Source: an optimization exercise on an open RTL-to-GDS flow (aim: small area). Production flows keep margins and buffers that such runs may drop.
Function was checked by simulation only, so behaviour that the tests miss may differ from the original.
No activity file was given, so power comes from the tool's default toggle rates.

==> flow/design.v (excerpt) <==
module track_formatter (
  input  wire        clk,
  input  wire        rst,
  input  wire        cmd_valid,
  input  wire [7:0]  cmd_sc,
  input  wire [7:0]  cmd_n,
  input  wire [7:0]  cmd_fill,
  input  wire        wprot,
  input  wire        stop,
  input  wire        mfm,
  input  wire [7:0]  gap,
  input  wire [7:0]  gap2,
  input  wire [7:0]  sid_c,
  input  wire [7:0]  sid_h,
  input  wire [7:0]  sid_r,
  input  wire [7:0]  sid_n,
  input  wire        poll,
  input  wire        index,
  input  wire        phys_ok,
  output wire        busy,
  output reg         wr_valid,
  output reg         wr_bit,
  output wire        id_req,
  output reg         done,
  output wire [3:0]  done_code
);
export LEC_CHECK = 0
export CAP_MARGIN = 20
export CORE_MARGIN = 2
export CORE_UTILIZATION = 30
export PLACE_DENSITY = 0.45
export SLEW_MARGIN = 20
create_clock -name core_clock -period 30.0 [get_ports {clk}]
standard.sh (not shown) runs the stock make flow with config.mk's settings and CLKGATE_MAP_FILE= SYNTH_SCRIPT=/design/flow/synth_recipe.tcl, a recipe that flattens the netlist after the stock synthesis.
==> flow/flow/run.sh <==
#!/bin/bash
# The standard ORFS layout (the standard.sh), with these changes:
#  - synthesis maps the logic with ABC script flow/abc_area.script (an area-oriented
#    script) instead of ORFS's speed script, and leaves adders to ABC instead of mapping
#    them to adder cells first; everything else in synthesis is unchanged;
#  - every port still gets a buffer, of the smallest buffer cell;
#  - clock tree synthesis uses small clock buffers and no dummy loads.
# Each tool's full output goes to the ORFS logs under orfs/logs; make's own output goes to
# standard_flow.log.
set -euo pipefail
W=$(pwd)
ABC_SCRIPT=$W/flow/abc_area.script
# ORFS's synth.tcl with only the ABC script changed
sed "s#log_cmd abc {\*}\$abc_args#log_cmd abc -script $ABC_SCRIPT {*}[lrange \$abc_args 2 end]#" \
  "$FLOW_HOME/scripts/synth.tcl" > "$W/own_synth_body.tcl"
grep -q "log_cmd abc -script $ABC_SCRIPT" "$W/own_synth_body.tcl"
sed "s#source \$::env(SCRIPTS_DIR)/synth.tcl#source $W/own_synth_body.tcl#" synth_recipe.tcl > "$W/own_synth.tcl"
grep -q "own_synth_body.tcl" "$W/own_synth.tcl"
sed "s#$W/synth_recipe.tcl#$W/own_synth.tcl#" standard.sh > "$W/own_standard.sh"
grep -q "own_synth.tcl" "$W/own_standard.sh"
export ADDER_MAP_FILE=
export BUFFER_PORTS_ARGS="-buffer_cell sky130_fd_sc_hd__buf_1"
export CTS_ARGS="-sink_clustering_enable -repair_clock_nets -dont_use_dummy_load -sink_clustering_size 10 -sink_clustering_max_diameter 60 -buf_list sky130_fd_sc_hd__clkbuf_4 -root_buf sky130_fd_sc_hd__clkbuf_8"
bash "$W/own_standard.sh" > standard_flow.log 2>&1
==> flow/flow/abc_area.script <==
strash
&get -n
&deepsyn -T 10
&put
dch -f
amap
strash
dch -f
amap
topo
dnsize -c
The baseline finished with timing, DRC and antenna clean.
Edit:
--- a/flow/design.v
+++ b/flow/design.v
@@ -53,24 +53,23 @@
   localparam [3:0] PH_GAP3      = 4'd13;
   localparam [3:0] PH_GAP4      = 4'd15;
   reg [1:0]  state;
   reg        ic;             
   reg [7:0]  rem;            
   reg [3:0]  fmt_n;
   reg [7:0]  fmt_fill;
   reg [3:0]  phase;
-  reg [14:0] count;          
+  reg [7:0]  count;          
   reg [3:0]  bitpos;         
   reg [31:0] id;             
   reg [15:0] crc;
-  reg        code_wp;        
-  reg        code_nf;        
   assign busy      = state[1];
-  assign done_code = {code_nf, code_wp, code_wp, ~code_wp};
+  wire code_wp = ic && !wr_valid;
+  assign done_code = {!(ic && wr_valid), code_wp, code_wp, !code_wp};
   wire fmt = (state == S_FMT);
   wire n_ok   = (cmd_n[7:4] == 4'd0) && !(cmd_n[3] && cmd_n[2:0] != 3'd0);
   wire accept = cmd_valid && !busy && n_ok;
   wire wr     = fmt && poll && !stop;           
   wire [2:0] k = bitpos[3:1];                   
   wire premark = mfm && (count[1:0] != 2'd3);   
   reg d;
   reg miss;
@@ -102,30 +101,31 @@
       PH_ID_CRC, PH_DATA_CRC: d = crc[15];
       default:                d = mfm ? (8'h4E >> (3'd7 - k)) : 1'b1;
     endcase
   end
   wire cbit = bitpos[0] ? d : (!miss && (mfm ? !(wr_bit || d) : 1'b1));
   wire seedph = (phase == PH_ID_SYNC) || (phase == PH_DATA_SYNC);
   wire [15:0] crc_step;
   crc16_ccitt_table u_crc (.crc(crc), .bit_in(d), .seed(seedph), .val(crc_step));
-  wire [19:0] pos_inc = {1'b0, count, bitpos} + {19'd0, wr};
-  wire [15:0] cnt1    = pos_inc[19:4];           
+  wire [12:0] pos_inc = {1'b0, count, bitpos} + {12'd0, wr};
+  wire [7:0]  cnt1    = pos_inc[11:4];           
+  wire [7:0]  hi_inc  = {1'b0, id[6:0]} + {7'd0, pos_inc[12]};
   reg         lenbit;
   always @(*) begin
     case (fmt_n)
       4'd0: lenbit = cnt1[7];
-      4'd1: lenbit = cnt1[8];
-      4'd2: lenbit = cnt1[9];
-      4'd3: lenbit = cnt1[10];
-      4'd4: lenbit = cnt1[11];
-      4'd5: lenbit = cnt1[12];
-      4'd6: lenbit = cnt1[13];
-      4'd7: lenbit = cnt1[14];
-      default: lenbit = cnt1[15];
+      4'd1: lenbit = hi_inc[0];
+      4'd2: lenbit = hi_inc[1];
+      4'd3: lenbit = hi_inc[2];
+      4'd4: lenbit = hi_inc[3];
+      4'd5: lenbit = hi_inc[4];
+      4'd6: lenbit = hi_inc[5];
+      4'd7: lenbit = hi_inc[6];
+      default: lenbit = hi_inc[7];
     endcase
   end
   reg pend;
   always @(*) begin
     case (phase)
       PH_GAP0:                           pend = cnt1[6:0] == (mfm ? 7'd80 : 7'd40);
       PH_SYNC, PH_ID_SYNC, PH_DATA_SYNC: pend = cnt1[3:0] == (mfm ? 4'd12 : 4'd6);
       PH_IAM, PH_IDAM, PH_DATAAM:        pend = cnt1[2:0] == (mfm ? 3'd4 : 3'd1);
@@ -157,35 +157,37 @@
     if (!busy) begin
       rem      <= cmd_sc;
       fmt_n    <= cmd_n[3:0];
       fmt_fill <= cmd_fill;
     end else begin
       rem      <= rem - {7'd0, step && sec_start};
     end
     bitpos <= fmt ? pos_inc[3:0] : 4'd0;
-    count  <= (fmt && !step) ? pos_inc[18:4] : 15'd0;
+    count  <= (fmt && !step) ? pos_inc[11:4] : 8'd0;
     if (!fmt)
       phase <= PH_GAP0;
     else if (step)
       phase <= ph_next;
     if (load_id)
       id <= {sid_c, sid_h, sid_r, sid_n};
+    else if (phase == PH_DATAAM)
+      id[6:0] <= 7'd0;
+    else if (phase == PH_DATA)
+      id[6:0] <= hi_inc[6:0];
     if (wr && bitpos[0])
       crc <= crc_step;
     if (!fmt)
       wr_bit <= 1'b0;
     else if (wr)
       wr_bit <= cbit;
     if (accept)
-      ic <= 1'b0;
-    else if (poll && index)
-      ic <= 1'b1;
-    code_wp <= accept && wprot;
-    code_nf <= !(fmt && phys_ok);
+      ic <= wprot;
+    else if (poll)
+      ic <= (state == S_SNF || phys_ok) && (fmt ? index : ic ^ index);
     if (rst) begin
       state    <= S_IDLE;
       wr_valid <= 1'b0;
       done     <= 1'b0;
     end else begin
       wr_valid <= wr;
       done     <= 1'b0;
       if (stop) begin
The changed run produced a clean layout. Global-route usage goes up by 0.85 points. Synthesized area goes down by a few percent. Power falls by a few percent. Wire length rose by a few percent. Final cell count falls slightly. Utilization went down by 0.30 points. Non-clock buffer count rises by 2. Worst setup slack gets better by 580 ps.

Another version of the RTL of track_formatter (not shown whole).
Size in the first run: roughly 440 cells after synthesis, roughly 86 flip-flops, about 4100 um^2 of cells after synthesis.
Settings: LEC_CHECK=0, CAP_MARGIN=20, CORE_MARGIN=2, CORE_UTILIZATION=30, PLACE_DENSITY=0.45, SLEW_MARGIN=20; clock period 30.0 ns.
==> flow/flow/run.sh <==
#!/bin/bash
# The standard ORFS layout (the standard.sh), with these changes:
#  - synthesis maps the logic with each of the area-oriented ABC scripts flow/abc_*.script
#    and keeps the smallest result (flow/multi_abc.tcl), instead of ORFS's speed script;
#    adders are left to ABC instead of being mapped to adder cells first, and no buffers
#    are added for outputs that share a net (each port gets its own buffer in placement
#    anyway); everything else in synthesis is unchanged;
#  - every port still gets a buffer, of the smallest buffer cell;
#  - clock tree synthesis uses no dummy loads and smaller clock buffers.
# Each tool's full output goes to the ORFS logs under orfs/logs; make's own output goes to
# standard_flow.log.
set -euo pipefail
W=$(pwd)
# ORFS's synth.tcl with only the ABC step changed
sed 's#log_cmd abc {\*}$abc_args#own_multi_abc $abc_args $lib_args#' \
  "$FLOW_HOME/scripts/synth.tcl" > "$W/own_synth_body.tcl"
grep -q "own_multi_abc" "$W/own_synth_body.tcl"
{
  echo "source $W/flow/multi_abc.tcl"
  echo "set ::own_abc_scripts [list $(ls "$W"/flow/abc_*.script | tr '\n' ' ')]"
  sed "s#source \$::env(SCRIPTS_DIR)/synth.tcl#source $W/own_synth_body.tcl#" synth_recipe.tcl
} > "$W/own_synth.tcl"
grep -q "own_synth_body.tcl" "$W/own_synth.tcl"
sed "s#$W/synth_recipe.tcl#$W/own_synth.tcl#" standard.sh > "$W/own_standard.sh"
grep -q "own_synth.tcl" "$W/own_standard.sh"
export ADDER_MAP_FILE=
export SYNTH_INSBUF=0
export BUFFER_PORTS_ARGS="-buffer_cell sky130_fd_sc_hd__buf_1"
export CTS_ARGS="-sink_clustering_enable -repair_clock_nets -dont_use_dummy_load -sink_clustering_size 10 -sink_clustering_max_diameter 60 -buf_list sky130_fd_sc_hd__clkbuf_4 -root_buf sky130_fd_sc_hd__clkbuf_8"
bash "$W/own_standard.sh" > standard_flow.log 2>&1
Other scripts of this flow, unchanged in this note and not shown: flow/flow/abc_1.script, flow/flow/abc_2.script, flow/flow/abc_3.script, flow/flow/abc_4.script, flow/flow/multi_abc.tcl
Next try:
--- a/flow/design.v
+++ b/flow/design.v
@@ -24,19 +24,19 @@
   input  wire [7:0]  sid_r,
   input  wire [7:0]  sid_n,
   input  wire        poll,
   input  wire        index,
   input  wire        phys_ok,
   output wire        busy,
   output reg         wr_valid,
   output reg         wr_bit,
-  output wire        id_req,
+  output reg         id_req,
   output reg         done,
-  output wire [3:0]  done_code
+  output reg  [3:0]  done_code
 );
   localparam [1:0] S_IDLE = 2'b00;
   localparam [1:0] S_SNF  = 2'b01;
   localparam [1:0] S_SPIN = 2'b10;
   localparam [1:0] S_FMT  = 2'b11;
   localparam [3:0] PH_GAP0      = 4'd0;
   localparam [3:0] PH_SYNC      = 4'd1;
   localparam [3:0] PH_IAM       = 4'd2;
@@ -58,18 +58,16 @@
   reg [3:0]  fmt_n;
   reg [7:0]  fmt_fill;
   reg [3:0]  phase;
   reg [3:0]  count;          
   reg [3:0]  bitpos;         
   reg [31:0] id;             
   reg [15:0] crc;
   assign busy      = state[1];
-  wire code_wp = ic && !wr_valid;
-  assign done_code = {!(ic && wr_valid), code_wp, code_wp, !code_wp};
   wire fmt = (state == S_FMT);
   wire n_ok   = (cmd_n[7:4] == 4'd0) && !(cmd_n[3] && cmd_n[2:0] != 3'd0);
   wire accept = cmd_valid && !busy && n_ok;
   wire wr     = fmt && poll && !stop;           
   wire [2:0] k = bitpos[3:1];                   
   wire premark = mfm && (count[1:0] != 2'd3);   
   reg d;
   reg miss;
@@ -151,17 +149,16 @@
     else if (phase == PH_ID_CRC && gap2 == 8'd0)
       ph_next = PH_DATA_SYNC;
     else
       ph_next = phase + 4'd1;
   end
   wire step   = wr && (bitpos == 4'd15) && pend;
   wire id_pos = (phase == PH_ID_SYNC) && (count == 4'd0) && (bitpos[3:1] == 3'd0);
   wire load_id = wr && id_pos && !bitpos[0];
-  assign id_req = wr_valid && id_pos && bitpos[0];
   always @(posedge clk) begin
     if (!busy) begin
       rem      <= cmd_sc;
       fmt_n    <= cmd_n[3:0];
       fmt_fill <= cmd_fill;
     end else begin
       rem      <= rem - {7'd0, step && sec_start};
     end
@@ -179,25 +176,28 @@
       id[10:0] <= hi_inc[10:0];
     if (wr && bitpos[0])
       crc <= crc_step;
     if (!fmt)
       wr_bit <= 1'b0;
     else if (wr)
       wr_bit <= cbit;
     if (accept)
-      ic <= wprot;
+      ic <= 1'b0;
     else if (poll)
-      ic <= (state == S_SNF || phys_ok) && (fmt ? index : ic ^ index);
+      ic <= (state == S_SNF || phys_ok) && (ic ^ index);
+    done_code <= {!(fmt && phys_ok), accept && wprot, accept && wprot, !(accept && wprot)};
     if (rst) begin
       state    <= S_IDLE;
       wr_valid <= 1'b0;
+      id_req   <= 1'b0;
       done     <= 1'b0;
     end else begin
       wr_valid <= wr;
+      id_req   <= load_id;
       done     <= 1'b0;
       if (stop) begin
         state <= S_IDLE;
       end else if (accept) begin
         if (wprot) begin
           done  <= 1'b1;
           state <= S_IDLE;
         end else begin
Result:
- maximum frequency shrinks by 2.3%
- via count grows by about 1.2%
- global-route usage grows by 0.29 points
- design area grows by 2.0%
- utilization shrinks by 0.42 points
- combinational power shrinks by about 6%
- wire length grows by 4.0%
- sequential power grows by about 4%

port drivers added, routing unchanged:
Ports are ideal in the flow. The routed layouts listed here were re-timed in OpenROAD. Step 1: set_driving_cell puts a clkbuf_16 on clk and a buf_2 on each other input, an assumption about the parent block. Step 2 also shifts input and output timing later by t, the mid clock arrival at the registers, as if the neighbouring blocks saw the same clock. Three values: no drivers, after step 1, after step 2; two values: the first two.
run | shift t [ns] | setup WS [ns] | slew at the worst register clock pin (ns) | worst slew at a driven data input, ns
the first run of note 1 | 0.409 | 17.904 / 17.914 / 17.504 | 0.10 / 0.10 | 0.04
the second run of note 1 | 0.386 | 18.485 / 18.493 / 18.107 | 0.09 / 0.09 | 0.04
the first run of note 2 | 0.395 | 17.566 / 17.580 / 17.185 | 0.09 / 0.09 | 0.04
the second run of note 2 | 0.396 | 17.267 / 17.279 / 16.883 | 0.09 / 0.09 | 0.04
After both steps setup and hold are still met in every run listed. The setup slack of the first run of note 1, which loses most, moves by +0.010 ns with the drivers and by -0.400 ns with both steps.
